Background: an optimization exercise with open tools, aiming at small area, a short achievable clock period and few clock cycles. Do not read the settings as production practice. The RTL was checked by simulation tests, not by an equivalence proof against the original design. Power is estimated from default activity; no workload was simulated.

**design/flow/config.mk**
```make
export PLATFORM = sky130hd
export DESIGN_NAME = sdrb
export DESIGN_NICKNAME = sdrb
export VERILOG_FILES = /design/flow/design.v
export SDC_FILE = /design/flow/constraint.sdc
export NUM_CORES = 8
export LEC_CHECK = 0
export CAP_MARGIN = 20
export CORE_MARGIN = 2
export CORE_UTILIZATION = 25
export SLEW_MARGIN = 20
```
**design/flow/constraint.sdc**
```tcl
create_clock -name core_clock -period 60.0 [get_ports {clk}]
set_input_delay 12.0000 -clock core_clock [delete_from_list [all_inputs] [get_ports {clk}]]
set_output_delay 12.0000 -clock core_clock [all_outputs]
set_load 0.01 [all_outputs]
```
**design/flow/design.v**
```verilog
module sdrb_fmul (
    input  wire [31:0] a,
    input  wire [31:0] b,
    output reg  [31:0] z
);
    wire        sz   = a[31] ^ b[31];
    wire        a_e0 = (a[30:23] == 8'h00), b_e0 = (b[30:23] == 8'h00);
    wire        a_e1 = (a[30:23] == 8'hFF), b_e1 = (b[30:23] == 8'hFF);
    wire        a_fz = (a[22:0] == 23'd0),  b_fz = (b[22:0] == 23'd0);
    wire        a_zero = a_e0 & a_fz, b_zero = b_e0 & b_fz;
    wire [23:0] ms = a_e0 ? {1'b0, a[22:0]} : {~b_e0, b[22:0]};
    wire [23:0] mo = a_e0 ? {~b_e0, b[22:0]} : {1'b1, a[22:0]};
    reg  [4:0]  lz;
    reg  [23:0] mn;
    always @* begin
        mn = ms;
        lz = 5'd0;
        if (mn[23:8] == 16'd0) begin mn = mn << 16; lz = lz + 5'd16; end
        if (mn[23:16] == 8'd0) begin mn = mn << 8;  lz = lz + 5'd8;  end
        if (mn[23:20] == 4'd0) begin mn = mn << 4;  lz = lz + 5'd4;  end
        if (mn[23:22] == 2'd0) begin mn = mn << 2;  lz = lz + 5'd2;  end
        if (mn[23] == 1'b0)    begin mn = mn << 1;  lz = lz + 5'd1;  end
    end
    wire [47:0] p  = mn * mo;
    wire        hi = p[47];
    wire signed [9:0] be = $signed({2'b00, a[30:24], a[23] | a_e0})
                         + $signed({2'b00, b[30:24], b[23] | b_e0})
                         - $signed({5'd0, lz}) - 10'sd126 - {9'd0, ~hi};
    wire [23:0] m0 = hi ? p[47:24] : p[46:23];
    wire        g0 = hi ? p[23] : p[22];
    wire        s0 = (|p[21:0]) | (hi & p[22]);
    wire [9:0]  shw = 10'd1 - be;
    wire [4:0]  sh  = be[9] ? ((shw[9:5] != 5'd0) ? 5'd31 : shw[4:0])
                            : ((be == 10'sd0) ? 5'd1 : 5'd0);
    wire [24:0] v   = {m0, g0};
    wire [24:0] vs  = v >> sh;
    wire        lost = |(v & ~({25{1'b1}} << sh));
    wire        g   = vs[0];
    wire        st  = s0 | lost;
    wire        rnd = g & (st | vs[1]);
    wire        nrm = ~be[9] & (be != 10'sd0);
    wire [30:0] r   = {nrm ? be[7:0] : 8'd0, vs[23:1]} + {30'd0, rnd};
    always @* begin
        if ((a_e1 & ~a_fz) | (b_e1 & ~b_fz) | (a_e1 & b_zero) | (b_e1 & a_zero))
            z = 32'h7FC00000;
        else if (a_e1 | b_e1)
            z = {sz, 8'hFF, 23'd0};
        else if (a_zero | b_zero)
            z = {sz, 31'd0};
        else if (~be[9] & (be[8] | (be[7:0] == 8'hFF)))
            z = {sz, 8'hFF, 23'd0};
        else
            z = {sz, r};
    end
endmodule
module sdrb_fadd (
    input  wire [31:0] a,
    input  wire [31:0] b,
    output reg  [31:0] z
);
    wire a_e1 = (a[30:23] == 8'hFF), b_e1 = (b[30:23] == 8'hFF);
    wire a_fz = (a[22:0] == 23'd0),  b_fz = (b[22:0] == 23'd0);
    wire a_zero = (a[30:0] == 31'd0), b_zero = (b[30:0] == 31'd0);
    wire        swap = b[30:0] > a[30:0];
    wire [31:0] x = swap ? b : a;
    wire [31:0] y = swap ? a : b;
    wire        xn = (x[30:23] != 8'h00), yn = (y[30:23] != 8'h00);
    wire [7:0]  ex = {x[30:24], x[23] | ~xn};
    wire [7:0]  d  = ex - {y[30:24], y[23] | ~yn};
    wire [26:0] mx = {xn, x[22:0], 3'b000};
    wire [26:0] my = {yn, y[22:0], 3'b000};
    wire [4:0]  ds   = (d[7:5] != 3'd0) ? 5'd31 : d[4:0];
    wire [26:0] mys  = my >> ds;
    wire        stk  = |(my & ~({27{1'b1}} << ds));
    wire [26:0] myj  = {mys[26:1], mys[0] | stk};
    wire        sub = x[31] ^ y[31];
    wire [27:0] sum = sub ? ({1'b0, mx} - {1'b0, myj}) : ({1'b0, mx} + {1'b0, myj});
    reg  [4:0]  lz;
    reg  [26:0] t;
    always @* begin
        t = sum[26:0];
        lz = 5'd0;
        if (t[26:11] == 16'd0) begin t = t << 16; lz = lz + 5'd16; end
        if (t[26:19] == 8'd0)  begin t = t << 8;  lz = lz + 5'd8;  end
        if (t[26:23] == 4'd0)  begin t = t << 4;  lz = lz + 5'd4;  end
        if (t[26:25] == 2'd0)  begin t = t << 2;  lz = lz + 5'd2;  end
        if (t[26] == 1'b0)     begin t = t << 1;  lz = lz + 5'd1;  end
    end
    wire [7:0]  exm1 = ex - 8'd1;
    wire        lim  = {3'd0, lz} > exm1;
    wire [4:0]  ls   = lim ? exm1[4:0] : lz;
    wire [26:0] n    = sum[26:0] << ls;
    wire [7:0]  en   = lim ? 8'd0 : (ex - {3'd0, lz});
    wire [23:0] m   = sum[27] ? sum[27:4] : n[26:3];
    wire        g   = sum[27] ? sum[3] : n[2];
    wire        st  = sum[27] ? (|sum[2:0]) : (|n[1:0]);
    wire [7:0]  e   = sum[27] ? ex + 8'd1 : en;
    wire        rnd = g & (st | m[0]);
    wire [30:0] r   = {e, m[22:0]} + {30'd0, rnd};
    always @* begin
        if ((a_e1 & ~a_fz) | (b_e1 & ~b_fz) | (a_e1 & b_e1 & (a[31] ^ b[31])))
            z = 32'h7FC00000;
        else if (a_e1)
            z = a;
        else if (b_e1)
            z = b;
        else if (a_zero & b_zero)
            z = {a[31] & b[31], 31'd0};
        else if (sum == 28'd0)
            z = 32'h00000000;
        else if (sum[27] & (ex == 8'hFE))
            z = {x[31], 8'hFF, 23'd0};
        else
            z = {x[31], r};
    end
endmodule
module sdrb (
    input  wire        clk,
    input  wire        rst_n,
    input  wire        cmd_valid,
    output wire        cmd_ready,
    input  wire [31:0] cmd_word,
    input  wire [31:0] cmd_arg0,
    input  wire [31:0] cmd_arg1,
    output wire        rsp_valid,
    input  wire        rsp_ready,
    output wire [31:0] rsp_data,
    output wire        rsp_err
);
    localparam [31:0] HALF  = 32'h3F000000;
    localparam [31:0] ONE   = 32'h3F800000;
    localparam [31:0] HW_ID = 32'h53440100;
    localparam [7:0] OP_NOP     = 8'h00, OP_INIT    = 8'h01,
                     OP_WRITE   = 8'h10, OP_READ    = 8'h11, OP_SETRP  = 8'h12,
                     OP_RBRESET = 8'h13, OP_RESIZE  = 8'h14, OP_GETCAP = 8'h15,
                     OP_SETCAPF = 8'h16, OP_STEP    = 8'h17, OP_GETWC  = 8'h18,
                     OP_GETRC   = 8'h19, OP_DERESET = 8'h20, OP_SETDLY = 8'h21,
                     OP_SETFB   = 8'h22, OP_SETMIX  = 8'h23, OP_MIXSTEP = 8'h24,
                     OP_PROCESS = 8'h25, OP_BLKWR   = 8'h30, OP_BLKRD  = 8'h31,
                     OP_REGRD   = 8'h40, OP_STATCLR = 8'h41;
    localparam [2:0] S_IDLE = 3'd0, S_EXEC = 3'd1, S_HOLD = 3'd2, S_MIX2 = 3'd3,
                     S_SER  = 3'd4;
    localparam [2:0] P_MOD = 3'd0, P_MUL = 3'd1, P_DIV = 3'd2, P_DLY = 3'd3,
                     P_FIN0 = 3'd4, P_FIN1 = 3'd5;
    reg  [2:0]  state;
    reg  [31:0] cmd_q, a0_q, a1_q;
    wire [7:0]  opc = cmd_q[31:24];
    wire [7:0]  chf = cmd_q[23:16];
    wire [15:0] idx = cmd_q[15:0];
    wire        cc  = chf[0];
    reg         two_ch;                  
    reg  [24:0] capacity;
    reg  [4:0]  alloc;
    reg  [4:0]  wc0, wc1;                
    reg  [23:0] rc0, rc1;                
    reg  [31:0] feedback, mix, omix;     
    reg  [23:0] dsamp;
    reg  [3:0]  st_warn;
    reg  [2:0]  st_err;
    reg  [31:0] err_cmd;
    reg  [31:0] store [0:31];            
    reg  [31:0] sv;                      
    reg  [31:0] blk [0:15];              
    reg  [15:0] bv;                      
    reg  [31:0] rsp_q;
    reg         rsp_err_q;
    reg         eng_on, eng_ph;          
    reg         eng_c;
    reg  [2:0]  eng_i;
    reg  [3:0]  eng_n0, eng_n1;          
    reg         eng_inv1;                
    reg         omix_job;                
    reg  [31:0] x_q, y_q, t3_q;
    reg  [2:0]  sp;
    reg  [35:0] acc;
    reg         ovf;
    reg  [9:0]  rem;
    reg  [7:0]  cnt;
    assign cmd_ready = rst_n && (state == S_IDLE);
    wire ch0  = (chf == 8'd0);
    wire idx0 = (idx == 16'd0);
    reg  legal;
    always @* begin
        case (opc)
            OP_NOP, OP_INIT, OP_RBRESET, OP_RESIZE, OP_GETCAP, OP_SETCAPF,
            OP_DERESET, OP_SETDLY, OP_SETFB, OP_SETMIX, OP_PROCESS, OP_STATCLR:
                legal = ch0 && idx0;
            OP_WRITE, OP_READ, OP_SETRP, OP_STEP, OP_GETWC, OP_GETRC, OP_MIXSTEP:
                legal = idx0;
            OP_BLKWR, OP_BLKRD:
                legal = 1'b1;
            OP_REGRD:
                legal = ch0 && (idx <= 16'd12);
            default:
                legal = 1'b0;
        endcase
    end
    wire ch_valid = (chf == 8'd0) || (two_ch && chf == 8'd1);
    wire blk_ok   = (chf[7:1] == 7'd0) && (idx[15:3] == 13'd0);
    wire s0_neg   = a0_q[31];
    wire s1_neg   = a1_q[31];
    wire is_ring = (opc == OP_INIT)    || (opc == OP_WRITE)   || (opc == OP_READ)   ||
                   (opc == OP_SETRP)   || (opc == OP_RBRESET) || (opc == OP_RESIZE) ||
                   (opc == OP_SETCAPF) || (opc == OP_STEP)    || (opc == OP_GETWC)  ||
                   (opc == OP_GETRC)   || (opc == OP_DERESET) || (opc == OP_SETDLY) ||
                   (opc == OP_SETFB)   || (opc == OP_SETMIX)  || (opc == OP_MIXSTEP) ||
                   (opc == OP_PROCESS);
    wire is_blk  = (opc == OP_BLKWR) || (opc == OP_BLKRD);
    wire pend    = ({cc, idx[2:0]} >= {eng_c, eng_i});
    wire hazard  = legal && ((is_ring && (eng_on || omix_job)) ||
                             (is_blk && blk_ok && eng_on &&
                              (pend || (opc == OP_BLKRD && eng_ph))));
    wire [4:0]  wc_c  = cc ? wc1 : wc0;
    wire [23:0] rc_c  = cc ? rc1 : rc0;
    wire [4:0]  wc_e  = eng_c ? wc1 : wc0;
    wire [23:0] rc_e  = eng_c ? rc1 : rc0;
    wire        rc_c_bad = (rc_c[23:5] != 19'd0) || (rc_c[4:0] >= alloc);
    wire        wc_c_bad = (wc_c >= alloc);
    function [4:0] mod17;
        input [4:0]  x;
        input [24:0] cap;
        begin
            if (cap > {20'd0, x}) mod17 = x;
            else                  mod17 = x % cap[4:0];
        end
    endfunction
    wire [3:0]  ns_v = a1_q[3:0];
    wire        proc_arg = s0_neg || (a0_q[30:0] > 31'd2) || s1_neg || (a1_q[30:0] > 31'd8);
    wire        ok0 = (rc0[23:5] == 19'd0) && (rc0[4:0] < alloc) && (wc0 < alloc);
    wire        ok1 = (rc1[23:5] == 19'd0) && (rc1[4:0] < alloc) && (wc1 < alloc);
    wire        grow = (capacity > {20'd0, alloc});
    wire [4:0]  mx0 = (rc0[4:0] > wc0) ? rc0[4:0] : wc0;
    wire [4:0]  mx1 = (rc1[4:0] > wc1) ? rc1[4:0] : wc1;
    wire [4:0]  lim0 = !ok0 ? 5'd0 : (grow ? alloc - mx0 : 5'd16);
    wire [4:0]  lim1 = !ok1 ? 5'd0 : (grow ? alloc - mx1 : 5'd16);
    wire        act0 = (a0_q[1:0] != 2'd0) && (ns_v != 4'd0);
    wire        err0 = act0 && (lim0 < {1'b0, ns_v});
    wire        act1 = (a0_q[1:0] == 2'd2) && (ns_v != 4'd0) && !err0;
    wire        err1 = act1 && two_ch && (lim1 < {1'b0, ns_v});
    wire [3:0]  pn0 = !act0 ? 4'd0 : (err0 ? lim0[3:0] : ns_v);
    wire [3:0]  pn1 = !act1 ? 4'd0 : (err1 ? lim1[3:0] : ns_v);
    reg [31:0] clamp_v;
    reg        clamp_out;
    always @* begin
        if (a0_q[30:23] == 8'hFF && a0_q[22:0] != 0) begin
            clamp_v = ONE;  clamp_out = 1'b1;
        end else if (a0_q[31] && a0_q[30:0] != 0) begin
            clamp_v = 32'd0; clamp_out = 1'b1;
        end else if (a0_q[30:0] == 0) begin
            clamp_v = 32'd0; clamp_out = 1'b0;
        end else if (a0_q[30:0] > ONE[30:0]) begin
            clamp_v = ONE;  clamp_out = 1'b1;
        end else begin
            clamp_v = a0_q; clamp_out = 1'b0;
        end
    end
    wire [7:0]  lag_e   = a0_q[30:23];
    wire        lag_bad = (a0_q == 32'h7F800000);
    wire        lag_int = !(lag_e == 8'hFF) && !a0_q[31] && (lag_e >= 8'd127);
    wire [23:0] lag_m   = {1'b1, a0_q[22:0]};
    wire [23:0] lag_head  = !lag_int ? 24'd0 :
                            (lag_e < 8'd150) ? (lag_m >> (8'd150 - lag_e)) : lag_m;
    wire [7:0]  lag_extra = (lag_int && lag_e >= 8'd150) ? (lag_e - 8'd150) : 8'd0;
    wire        ex_go    = (state == S_EXEC) && !hazard;
    wire        ex_proc  = ex_go && legal && (opc == OP_PROCESS);
    wire        ph1_bg   = eng_on && !eng_ph;
    wire        ph2_bg   = eng_on && eng_ph;
    wire        fg_step  = ex_go && legal && (opc == OP_STEP || opc == OP_MIXSTEP);
    wire        nx_last  = ({1'b0, eng_i} + 4'd1 == (eng_c ? eng_n1 : eng_n0));
    wire        nx_c     = nx_last ? 1'b1 : eng_c;
    wire [2:0]  nx_i     = nx_last ? 3'd0 : eng_i + 3'd1;
    wire        nx_done  = nx_last && (eng_c || eng_n1 == 4'd0);
    reg  [3:0]  bsel;
    always @* begin
        if (ph2_bg)       bsel = {nx_c, nx_i};
        else if (ex_proc) bsel = 4'd0;
        else              bsel = {cc, idx[2:0]};
    end
    wire [31:0] blk_rd = bv[bsel] ? blk[bsel] : 32'd0;
    wire        sc       = ph1_bg ? eng_c : (ex_proc ? 1'b0 : cc);
    wire [4:0]  wc_s     = sc ? wc1 : wc0;
    wire [23:0] rc_s     = sc ? rc1 : rc0;
    wire [4:0]  srd      = {sc, rc_s[3:0]};
    wire [31:0] st_rd    = sv[srd] ? store[srd] : 32'd0;
    wire [4:0]  rc_adv   = mod17(rc_s[4:0] + 5'd1, capacity);
    wire [4:0]  wc_adv   = mod17(wc_s + 5'd1, capacity);
    wire        ph2      = ph2_bg || (state == S_MIX2);
    wire        ph_om    = omix_job && !eng_on && !fg_step && !ex_proc && (state != S_MIX2);
    wire [31:0] x_e      = fg_step ? a0_q : (ex_proc ? blk_rd : x_q);
    wire [31:0] m1_a     = ph2 ? mix : ph_om ? {~mix[31], mix[30:0]} :
                           (fg_step && opc == OP_STEP) ? a1_q : feedback;
    wire [31:0] m1_b     = ph2 ? y_q : ph_om ? ONE : st_rd;
    wire [31:0] ad_c     = ph2 ? t3_q : ph_om ? ONE : x_e;
    wire [31:0] m1_z, ad_z, m2_z;
    sdrb_fmul u_m1 (.a(m1_a), .b(m1_b), .z(m1_z));
    sdrb_fadd u_ad (.a(ad_c), .b(m1_z), .z(ad_z));
    sdrb_fmul u_m2 (.a(omix), .b(x_e), .z(m2_z));
    wire [25:0] md_r2   = {acc[24:0], a0_q[31]};
    wire [25:0] md_sub  = md_r2 - {1'b0, capacity};
    wire [24:0] md_next = md_sub[25] ? md_r2[24:0] : md_sub[24:0];
    wire [36:0] mu_next = {acc, 1'b0} + (a0_q[30] ? {6'd0, a1_q[30:0]} : 37'd0);
    wire [11:0] dv_v    = {rem, acc[35:34]};
    wire [1:0]  dv_q    = (dv_v >= 12'd3000) ? 2'd3 : (dv_v >= 12'd2000) ? 2'd2 :
                          (dv_v >= 12'd1000) ? 2'd1 : 2'd0;
    wire [11:0] dv_r    = dv_v - (dv_q == 2'd3 ? 12'd3000 : dv_q == 2'd2 ? 12'd2000 :
                                  dv_q == 2'd1 ? 12'd1000 : 12'd0);
    wire        fin_c   = (sp == P_FIN1) ? 1'b1 : (opc == OP_SETRP) ? cc : 1'b0;
    wire [4:0]  fin_wm  = mod17(fin_c ? wc1 : wc0, capacity);
    wire [24:0] fin_d   = acc[24:0] - {20'd0, fin_wm};
    wire [24:0] fin_r   = (acc[24:0] <= {20'd0, fin_wm}) ? {20'd0, fin_wm} - acc[24:0]
                                                         : capacity - fin_d;
    wire [35:0] cap_m1  = {11'd0, capacity} - 36'd1;
    reg  [31:0] ex_data;
    always @* begin
        ex_data = 32'd0;
        case (opc)
            OP_READ:   ex_data = ch_valid ? st_rd : 32'd0;
            OP_BLKRD:  ex_data = blk_rd;
            OP_GETCAP: ex_data = {7'd0, capacity};
            OP_GETWC:  ex_data = ch_valid ? {27'd0, wc_c} : 32'd0;
            OP_GETRC:  ex_data = ch_valid ? {8'd0, rc_c} : 32'd0;
            OP_REGRD:
                case (idx[3:0])
                    4'd0:  ex_data = {21'd0, st_err, 4'd0, st_warn};
                    4'd1:  ex_data = {7'd0, capacity};
                    4'd2:  ex_data = {27'd0, alloc};
                    4'd3:  ex_data = two_ch ? 32'd2 : 32'd1;
                    4'd4:  ex_data = feedback;
                    4'd5:  ex_data = mix;
                    4'd6:  ex_data = {8'd0, dsamp};
                    4'd7:  ex_data = err_cmd;
                    4'd8:  ex_data = 32'd0;
                    4'd9:  ex_data = 32'd2;
                    4'd10: ex_data = 32'd16;
                    4'd11: ex_data = 32'd8;
                    default: ex_data = HW_ID;
                endcase
            default: ex_data = 32'd0;
        endcase
    end
    reg  [2:0] ex_err;
    reg        ex_long;                  
    always @* begin
        ex_err  = 3'b000;
        ex_long = 1'b0;
        if (!legal) ex_err = 3'b001;
        else case (opc)
            OP_INIT:    if (s0_neg || a0_q[30:0] == 0 || a0_q[30:0] > 31'd16 ||
                            s1_neg || a1_q[30:0] == 0 || a1_q[30:0] > 31'd2) ex_err = 3'b010;
            OP_RESIZE:  if (s0_neg || a0_q[30:0] == 0 || a0_q[30:0] > 31'd16) ex_err = 3'b010;
            OP_SETCAPF: if (s0_neg || a0_q[30:0] == 0 || a0_q[30:0] > 31'h01000000) ex_err = 3'b010;
            OP_WRITE:   if (ch_valid && wc_c_bad) ex_err = 3'b100;
            OP_READ:    if (ch_valid && rc_c_bad) ex_err = 3'b100;
            OP_STEP, OP_MIXSTEP:
                        if (ch_valid && (rc_c_bad || wc_c_bad)) ex_err = 3'b100;
                        else if (ch_valid || opc == OP_MIXSTEP) ex_long = 1'b1;
            OP_SETRP:   if (ch_valid && lag_bad) ex_err = 3'b010;
                        else if (ch_valid) ex_long = 1'b1;
            OP_DERESET, OP_SETDLY:
                        if (s0_neg || s1_neg) ex_err = 3'b010;
                        else ex_long = 1'b1;
            OP_PROCESS: if (proc_arg) ex_err = 3'b010;
                        else if (err0 || err1) ex_err = 3'b100;
            OP_BLKWR, OP_BLKRD:
                        if (!blk_ok) ex_err = 3'b010;
            default: ;
        endcase
    end
    wire ex_rsp  = ex_go && !ex_long;
    assign rsp_valid = rst_n && (ex_rsp || state == S_HOLD);
    assign rsp_data  = (state == S_HOLD) ? rsp_q : (ex_err != 3'b000 ? 32'd0 : ex_data);
    assign rsp_err   = (state == S_HOLD) ? rsp_err_q : (ex_err != 3'b000);
    wire step_fg  = ex_go && ex_err == 3'b000 && ch_valid && (opc == OP_STEP || opc == OP_MIXSTEP);
    wire step_pr  = ex_proc && !proc_arg && pn0 != 4'd0;
    wire step_bg  = ph1_bg && !(eng_c && eng_inv1);
    wire step_do  = step_fg || step_pr || step_bg;
    integer k;
    always @(posedge clk) begin
        if (!rst_n) begin
            state    <= S_IDLE;
            two_ch   <= 1'b1;
            capacity <= 25'd16;
            alloc    <= 5'd16;
            wc0 <= 5'd0; wc1 <= 5'd0; rc0 <= 24'd0; rc1 <= 24'd0;
            feedback <= HALF;
            mix      <= ONE;
            omix     <= 32'd0;
            dsamp    <= 24'd0;
            st_warn  <= 4'd0;
            st_err   <= 3'd0;
            err_cmd  <= 32'd0;
            sv       <= 32'd0;
            bv       <= 16'd0;
            eng_on   <= 1'b0;
            omix_job <= 1'b0;
        end else begin
            if (step_do) begin
                store[{sc, wc_s[3:0]}] <= ad_z;
                sv[{sc, wc_s[3:0]}] <= 1'b1;
                if (sc) begin rc1 <= {19'd0, rc_adv}; wc1 <= wc_adv; end
                else    begin rc0 <= {19'd0, rc_adv}; wc0 <= wc_adv; end
            end
            if (ph1_bg || fg_step || ex_proc) begin
                y_q  <= step_do ? ad_z : 32'd0;
                t3_q <= m2_z;
            end
            if (ph1_bg) eng_ph <= 1'b1;
            if (ph2_bg) begin
                blk[{eng_c, eng_i}] <= ad_z;
                bv[{eng_c, eng_i}] <= 1'b1;
                x_q    <= blk_rd;
                eng_ph <= 1'b0;
                eng_c  <= nx_c;
                eng_i  <= nx_i;
                if (nx_done) eng_on <= 1'b0;
            end
            if (ph_om) begin
                omix     <= ad_z;
                omix_job <= 1'b0;
            end
            case (state)
            S_IDLE: begin
                if (cmd_valid) begin
                    cmd_q <= cmd_word;
                    a0_q  <= cmd_arg0;
                    a1_q  <= cmd_arg1;
                    state <= S_EXEC;
                end
            end
            S_EXEC: if (!hazard) begin
                rsp_q     <= (ex_err != 3'b000) ? 32'd0 : ex_data;
                rsp_err_q <= (ex_err != 3'b000);
                if (!ex_long) state <= rsp_ready ? S_IDLE : S_HOLD;
                if (ex_err != 3'b000) begin
                    if (st_err == 3'b000) err_cmd <= cmd_q;
                    st_err <= st_err | ex_err;
                end
                if (!legal) begin
                end else case (opc)
                OP_INIT: if (ex_err == 3'b000) begin
                    two_ch   <= a1_q[1];
                    alloc    <= a0_q[4:0];
                    capacity <= {20'd0, a0_q[4:0]};
                    feedback <= HALF;
                    mix      <= ONE;
                    omix     <= 32'd0;
                    omix_job <= 1'b0;
                    dsamp    <= 24'd0;
                    sv <= 32'd0;
                    wc0 <= 5'd0; wc1 <= 5'd0; rc0 <= 24'd0; rc1 <= 24'd0;
                end
                OP_WRITE: begin
                    if (!ch_valid) st_warn[0] <= 1'b1;
                    else if (ex_err == 3'b000) begin
                        store[{cc, wc_c[3:0]}] <= a0_q;
                        sv[{cc, wc_c[3:0]}] <= 1'b1;
                        if (cc) wc1 <= wc_adv; else wc0 <= wc_adv;
                    end
                end
                OP_READ: begin
                    if (!ch_valid) st_warn[0] <= 1'b1;
                    else if (ex_err == 3'b000) begin
                        if (cc) rc1 <= {19'd0, rc_adv}; else rc0 <= {19'd0, rc_adv};
                    end
                end
                OP_SETRP: begin
                    if (!ch_valid) st_warn[0] <= 1'b1;
                    else if (ex_err == 3'b000) begin
                        a0_q  <= {lag_head, 8'd0};
                        cnt   <= 8'd24 + lag_extra;
                        acc   <= 36'd0;
                        sp    <= P_MOD;
                        state <= S_SER;
                    end
                end
                OP_RBRESET: begin
                    sv <= 32'd0;
                    wc0 <= 5'd0; wc1 <= 5'd0; rc0 <= 24'd0; rc1 <= 24'd0;
                end
                OP_RESIZE: if (ex_err == 3'b000) begin
                    alloc    <= a0_q[4:0];
                    capacity <= {20'd0, a0_q[4:0]};
                    sv <= 32'd0;
                    wc0 <= 5'd0; wc1 <= 5'd0; rc0 <= 24'd0; rc1 <= 24'd0;
                end
                OP_SETCAPF: if (ex_err == 3'b000) capacity <= a0_q[24:0];
                OP_STEP: begin
                    if (!ch_valid) st_warn[0] <= 1'b1;
                    else if (ex_err == 3'b000) begin
                        rsp_q <= ad_z;
                        state <= S_HOLD;
                    end
                end
                OP_MIXSTEP: begin
                    if (!ch_valid) st_warn[0] <= 1'b1;
                    if (ex_err == 3'b000) state <= S_MIX2;
                end
                OP_GETWC, OP_GETRC: if (!ch_valid) st_warn[0] <= 1'b1;
                OP_DERESET, OP_SETDLY: if (ex_err == 3'b000) begin
                    acc   <= 36'd0;
                    ovf   <= 1'b0;
                    cnt   <= 8'd31;
                    sp    <= P_MUL;
                    state <= S_SER;
                end
                OP_SETFB: begin
                    feedback <= clamp_v;
                    if (clamp_out) st_warn[1] <= 1'b1;
                end
                OP_SETMIX: begin
                    mix <= clamp_v;
                    omix_job <= 1'b1;
                    if (clamp_out) st_warn[2] <= 1'b1;
                end
                OP_PROCESS: if (!proc_arg) begin
                    if (act1 && !two_ch) st_warn[0] <= 1'b1;
                    if (pn0 != 4'd0) begin
                        eng_on   <= 1'b1;
                        eng_ph   <= 1'b1;
                        eng_c    <= 1'b0;
                        eng_i    <= 3'd0;
                        eng_n0   <= pn0;
                        eng_n1   <= pn1;
                        eng_inv1 <= !two_ch;
                    end
                end
                OP_BLKWR: if (blk_ok) begin
                    blk[{cc, idx[2:0]}] <= a0_q;
                    bv[{cc, idx[2:0]}] <= 1'b1;
                end
                OP_STATCLR: st_warn <= 4'd0;
                default: ;
                endcase
            end
            S_MIX2: begin
                rsp_q     <= ad_z;
                rsp_err_q <= 1'b0;
                state     <= S_HOLD;
            end
            S_SER: begin
                case (sp)
                P_MOD: begin
                    if (cnt == 8'd0) sp <= P_FIN0;
                    else if (acc[24:0] == 25'd0 && a0_q[31:24] == 8'd0 && cnt >= 8'd8) begin
                        a0_q <= {a0_q[23:0], 8'd0};
                        cnt  <= cnt - 8'd8;
                    end else begin
                        acc[24:0] <= md_next;
                        a0_q <= {a0_q[30:0], 1'b0};
                        cnt  <= cnt - 8'd1;
                    end
                end
                P_MUL: begin
                    if (cnt == 8'd0) begin
                        sp  <= P_DIV;
                        cnt <= 8'd18;
                        rem <= 10'd0;
                    end else if (acc == 36'd0 && a0_q[30:23] == 8'd0 && cnt >= 8'd8) begin
                        a0_q <= {a0_q[31], a0_q[22:0], 8'd0};
                        cnt  <= cnt - 8'd8;
                    end else begin
                        acc  <= mu_next[35:0];
                        if (mu_next[36:35] != 2'd0) ovf <= 1'b1;
                        a0_q <= {a0_q[31], a0_q[29:0], 1'b0};
                        cnt  <= cnt - 8'd1;
                    end
                end
                P_DIV: begin
                    if (cnt == 8'd0) sp <= P_DLY;
                    else if (rem == 10'd0 && acc[35:28] == 8'd0 && cnt >= 8'd4) begin
                        acc <= {acc[27:0], 8'd0};
                        cnt <= cnt - 8'd4;
                    end else begin
                        acc <= {acc[33:0], dv_q};
                        rem <= dv_r[9:0];
                        cnt <= cnt - 8'd1;
                    end
                end
                P_DLY: begin
                    if (opc == OP_DERESET) begin
                        if (ovf || acc == 36'd0 || acc > 36'd16) begin
                            if (st_err == 3'b000) err_cmd <= cmd_q;
                            st_err[1] <= 1'b1;
                            rsp_q     <= 32'd0;
                            rsp_err_q <= 1'b1;
                            state     <= S_HOLD;
                        end else begin
                            dsamp    <= {19'd0, acc[4:0]};
                            alloc    <= acc[4:0];
                            capacity <= {20'd0, acc[4:0]};
                            sv <= 32'd0;
                            wc0 <= 5'd0; wc1 <= 5'd0; rc0 <= 24'd0; rc1 <= 24'd0;
                            rsp_q     <= 32'd0;
                            rsp_err_q <= 1'b0;
                            state     <= S_HOLD;
                        end
                    end else begin
                        if (ovf || acc > cap_m1) begin
                            st_warn[3] <= 1'b1;
                            dsamp <= cap_m1[23:0];
                            acc   <= cap_m1;
                        end else begin
                            dsamp <= acc[23:0];
                        end
                        sp <= P_FIN0;
                    end
                end
                P_FIN0, P_FIN1: begin
                    if (fin_c) rc1 <= fin_r[23:0]; else rc0 <= fin_r[23:0];
                    if (sp == P_FIN0 && opc == OP_SETDLY && two_ch) sp <= P_FIN1;
                    else begin
                        rsp_q     <= 32'd0;
                        rsp_err_q <= 1'b0;
                        state     <= S_HOLD;
                    end
                end
                default: ;
                endcase
            end
            S_HOLD: if (rsp_ready) state <= S_IDLE;
            default: state <= S_IDLE;
            endcase
        end
    end
endmodule
```
**design/flow/run.sh**
```bash
#!/bin/bash
# synth_recipe.tcl (not shown) runs the flow's synth.tcl, then flattens the netlist and writes it again
# the make line also repeats each setting of config.mk as NAME=value (left out here)
make -C /OpenROAD-flow-scripts/flow DESIGN_CONFIG=/design/flow/config.mk WORK_HOME=/design/flow/orfs CLKGATE_MAP_FILE= SYNTH_SCRIPT=/design/flow/synth_recipe.tcl finish
```
==> run summary <==
routing by layer:
layer  vias to the layer above  global-route usage
met5                         -                   0
met4                        32               0.123
met3                      1974              0.0468
met2                      9039               0.327
met1                     78200               0.278
li1                      67600                   -
cells by family (layout without fill, tap and decap cells):
kind of cell,count (synthesis),after routing,synth area share
compound gates,4247,4247,0.158
xor+xnor,388,388,0.0196
fa+ha+maj,1793,1793,0.172
buf+inv,2666,2564,0.0588
flops,2134,2134,0.351
mux,774,774,0.0513
other cells,0,37,0
simple gates,7296,7296,0.189
worst max-delay path by stage:
stage            from             to  depth (start not counted)
2_1_floorplan  eng_ph   store[0][20]                        179
3_3_place_gp    eng_c  store[16][23]                        156
3_5_place_dp    eng_c  store[12][23]                        160
4_1_cts         eng_c  store[12][23]                        160
5_1_grt         eng_c  store[11][23]                        162
6_report        eng_c  store[18][30]                        160
layout make-up:
type	instances	share of cell area
tap	9240	0.0591
inverter	1404	0.0270
multi-input combinational	14500	0.533
sequential	2134	0.312
clock inverter	142	0.00689
clock buffer	286	0.0312
antenna	37	0.000474
timing repair buffer	732	0.0303
through the flow:
stage | hold WS (ns) | utilization
after detailed placement | 0.461 | 0.271
after floorplan | 0.433 | -
final | 0.482 | 0.282
after global placement | 0.457 | 0.271
after global routing | 0.503 | 0.282
after CTS | 0.477 | 0.282
critical path: cells and delay by family (launching register included):
| kind | cells | cell delay (ns) |
|---|---|---|
| XOR/XNOR | 2 | 0.79 |
| multiplexers | 9 | 3.40 |
| adder cells (fa/ha/maj) | 18 | 7.06 |
| AO/OA/AOI/OAI | 66 | 16.53 |
| buffers and inverters | 17 | 5.48 |
| flip-flops | 1 | 0.91 |
| AND/OR/NAND/NOR | 48 | 16.46 |
cell usage in the layout, fill, tap and decap left out, types with 80 or more instances in the layout:
master / synthesis / layout
a211oi_1: 141 / 136
a21o_1: 182 / 181
a21oi_1: 1065 / 1044
a221oi_1: 87 / 87
a22oi_1: 274 / 273
a311oi_1: 99 / 96
a31oi_1: 187 / 175
a32oi_1: 81 / 81
and2_1: 287 / 286
and3_1: 144 / 144
buf_4: 5 / 582
clkbuf_16: 0 / 234
clkdlybuf4s50_1: 0 / 133
dfxtp_1: 301 / 299
edfxtp_1: 1833 / 1833
fa_1: 988 / 988
ha_1: 805 / 805
inv_1: 1391 / 1390
mux2_2: 119 / 117
mux2i_1: 569 / 555
mux4_2: 81 / 81
nand2_1: 3337 / 3312
nand2b_1: 153 / 152
nand3_1: 737 / 736
nand4_1: 142 / 142
nor2_1: 1483 / 1412
nor2b_1: 182 / 182
nor3_1: 299 / 283
nor4_1: 166 / 154
o211ai_1: 86 / 86
o21a_1: 114 / 114
o21ai_0: 974 / 936
o21ai_1: 119 / 111
o21bai_1: 87 / 87
o22ai_1: 82 / 80
o31ai_1: 115 / 101
or3_1: 92 / 92
xnor2_1: 277 / 270
xor2_1: 110 / 108
power groups by stage:
stage          Sequential, mW  Combinational [mW]  Clock, mW
6_report                 2.40                3.59       1.45
3_5_place_dp             2.44                3.45          0
5_1_grt                  2.40                3.76       1.52
3_3_place_gp             2.44                3.39          0
4_1_cts                  2.41                3.46       1.46
2_1_floorplan            2.45                1.96          0
==> run summary <==
Setup TNS Final=0 ns; clk buf depth=4; global-route wire length before repair=around 1,100,000 um; RSZ-0062 raised after global routing=no; routed via count=between 150k and 200k; cells after synthesis=about 19,000; worst path required time=between 60 and 70 ns; number of vias per cell=5.51; worst hold path startpoint=bv[13]; Post-synth EDFFs=approximately 1,800; initial antenna violation count=83; Final Cycle Share=0.853; RR Startpoint=eng_c; row count=about 300; DRT Pass-1 Iters=9; Die Ht=~840 um; Post-Synthesis Net Count=between 20,000 and 25,000; Net Sw Frac=0.444; Chip Width=between 800 and 900 um; Worst Path Max Fanout=65; multi-input logic area=~100,000 um^2; count leader, synth=nand2_1; synth top area cells=edfxtp_1 32%, fa_1 11%, nand2_1 7.2%, ha_1 5.8%, dfxtp_1 3.5%; CTS tree=built; GRT Overall Usage=0.213; Crit path arrival time=about 52 ns; Clk pwr share=0.195; hold endpoint=bv[13]; GPL Wtd Cong=~1.0; register area=a little over 60,000 um^2; P_leak=approximately 73 nW; Startpoint Class=flop; clock-pin slew on the worst setup and hold paths=0.06 ns; Max-Cap Viols=0; Yosys reg bits=between 2,000 and 2,500; CTS Hold Bufs=0; Logic pwr share=0.482; wire length on met2=340,000 um; Final Power=7.44 mW; Clock Latency Late Sink=between 1 and 1.5 ns; Routed WL=just under 800,000 um; Final Slew Violations=0; initial DRC count=~21,000; slowest stage cell, crit path=nor2_2; synth unique cells=126; Least-Margin Pin Slew=1.33 ns; Slowest Stage Delay on Critical Path=0.93 ns; vias in the first global route=around 150k; Ys Warns=3; max reg flops=just over 1,000; FF-to-FF End=store[18][30]; synth cell count leaders=3,337 x nand2_1, 1,833 x edfxtp_1, 1,483 x nor2_1; Final Net Count=20,900; Hold Path Depth=2; critical path type=reg2reg; Core Box Area=693,000 um^2; pwr dens=38.1 nW/um^2; post-synth top area cell=edfxtp_1; mapped cell area=roughly 170,000 um^2; Max Clk Rate=a little under 20 MHz; setup violators final=0; Slew HR=0.102; Placed Area=188,000 um^2; DRT antenna net count=0; Avg Cell Area, Syn=9.00 um^2; status=complete, no violations; Final Hold Viols=0; Post-CTS Setup Bufs=0; metal1 wirelength=between 300,000 and 400,000 um; cell-internal power=just over 4 mW; asr flop ratio synth=0; final instance area=196,000 um^2; met3 WL post-DR=approximately 81,000 um; DRC=0; grt total ovfl=0; ys flop type=edfxtp_1; DR top layer=met5; most frequent cell on the critical path=a21oi_1; CTS resizes=0; r2r setup slk=slightly below 9 ns; min Tclk post-route=roughly 51 ns; CTS sink cnt=roughly 2,100; post-route setup slack=between 8 and 9 ns; VDD IR max=slightly above 0.06 mV; Initial Util=0.251; reg2reg path depth=160; dpl hpwl=~560,000 um; Seq pwr share=0.323; Worst Hold Class=reg2reg; dpl ws=~9.1 ns; wire per inst=about 28 um; non-filler cells in the finished layout=about 28,000; # IOs=135; number of fill cells=73,100; CTS HTree Levels=4; Inst Count DP=roughly 28,000; I/O Buffers=around 130; Switch Pwr=approximately 3.3 mW; register area share after synthesis=0.351; largest net degree at the start of global routing=171; layout cells sized above 1=0.0823; Layout area overhead=12.5%; final setup skew=roughly 0.12 ns; cts bufs inserted=~230; die footprint=approximately 700,000 um^2; crit end category=flop; Clock Tree Root=clkbuf_16; top-area cell type share of the netlist area=0.317
Testbench counts, summed over its fixed seeds: cycles 13,844.

==> static timing again, ports no longer ideal <==
No port has a modelled driver above. Below, the same layout with a new extraction and two added sets of constraints.
Step 1 sets driving cells, clkbuf_16 on the clock port and buf_2 on the other inputs (assumed; they add their load-dependent delay and slew).
Step 2 moves the port delays by t, midway between the first and last clock arrival at a register: inputs arrive t later, outputs are due t later. That takes back most of the time a late clock gives input paths.
Slacks: no drivers / after step 1 / after step 2; pairs: no drivers / after step 1.
t (ns): 1.058
setup WS [ns]: 8.807 / 8.807 / 8.807
worst setup path after step 2: register to register
worst data-port slew with drivers (ns): 0.31
After both steps this run still meets setup and hold. For this run, drivers alone change the setup slack by 0.000 ns; drivers and shift together by 0.000 ns.
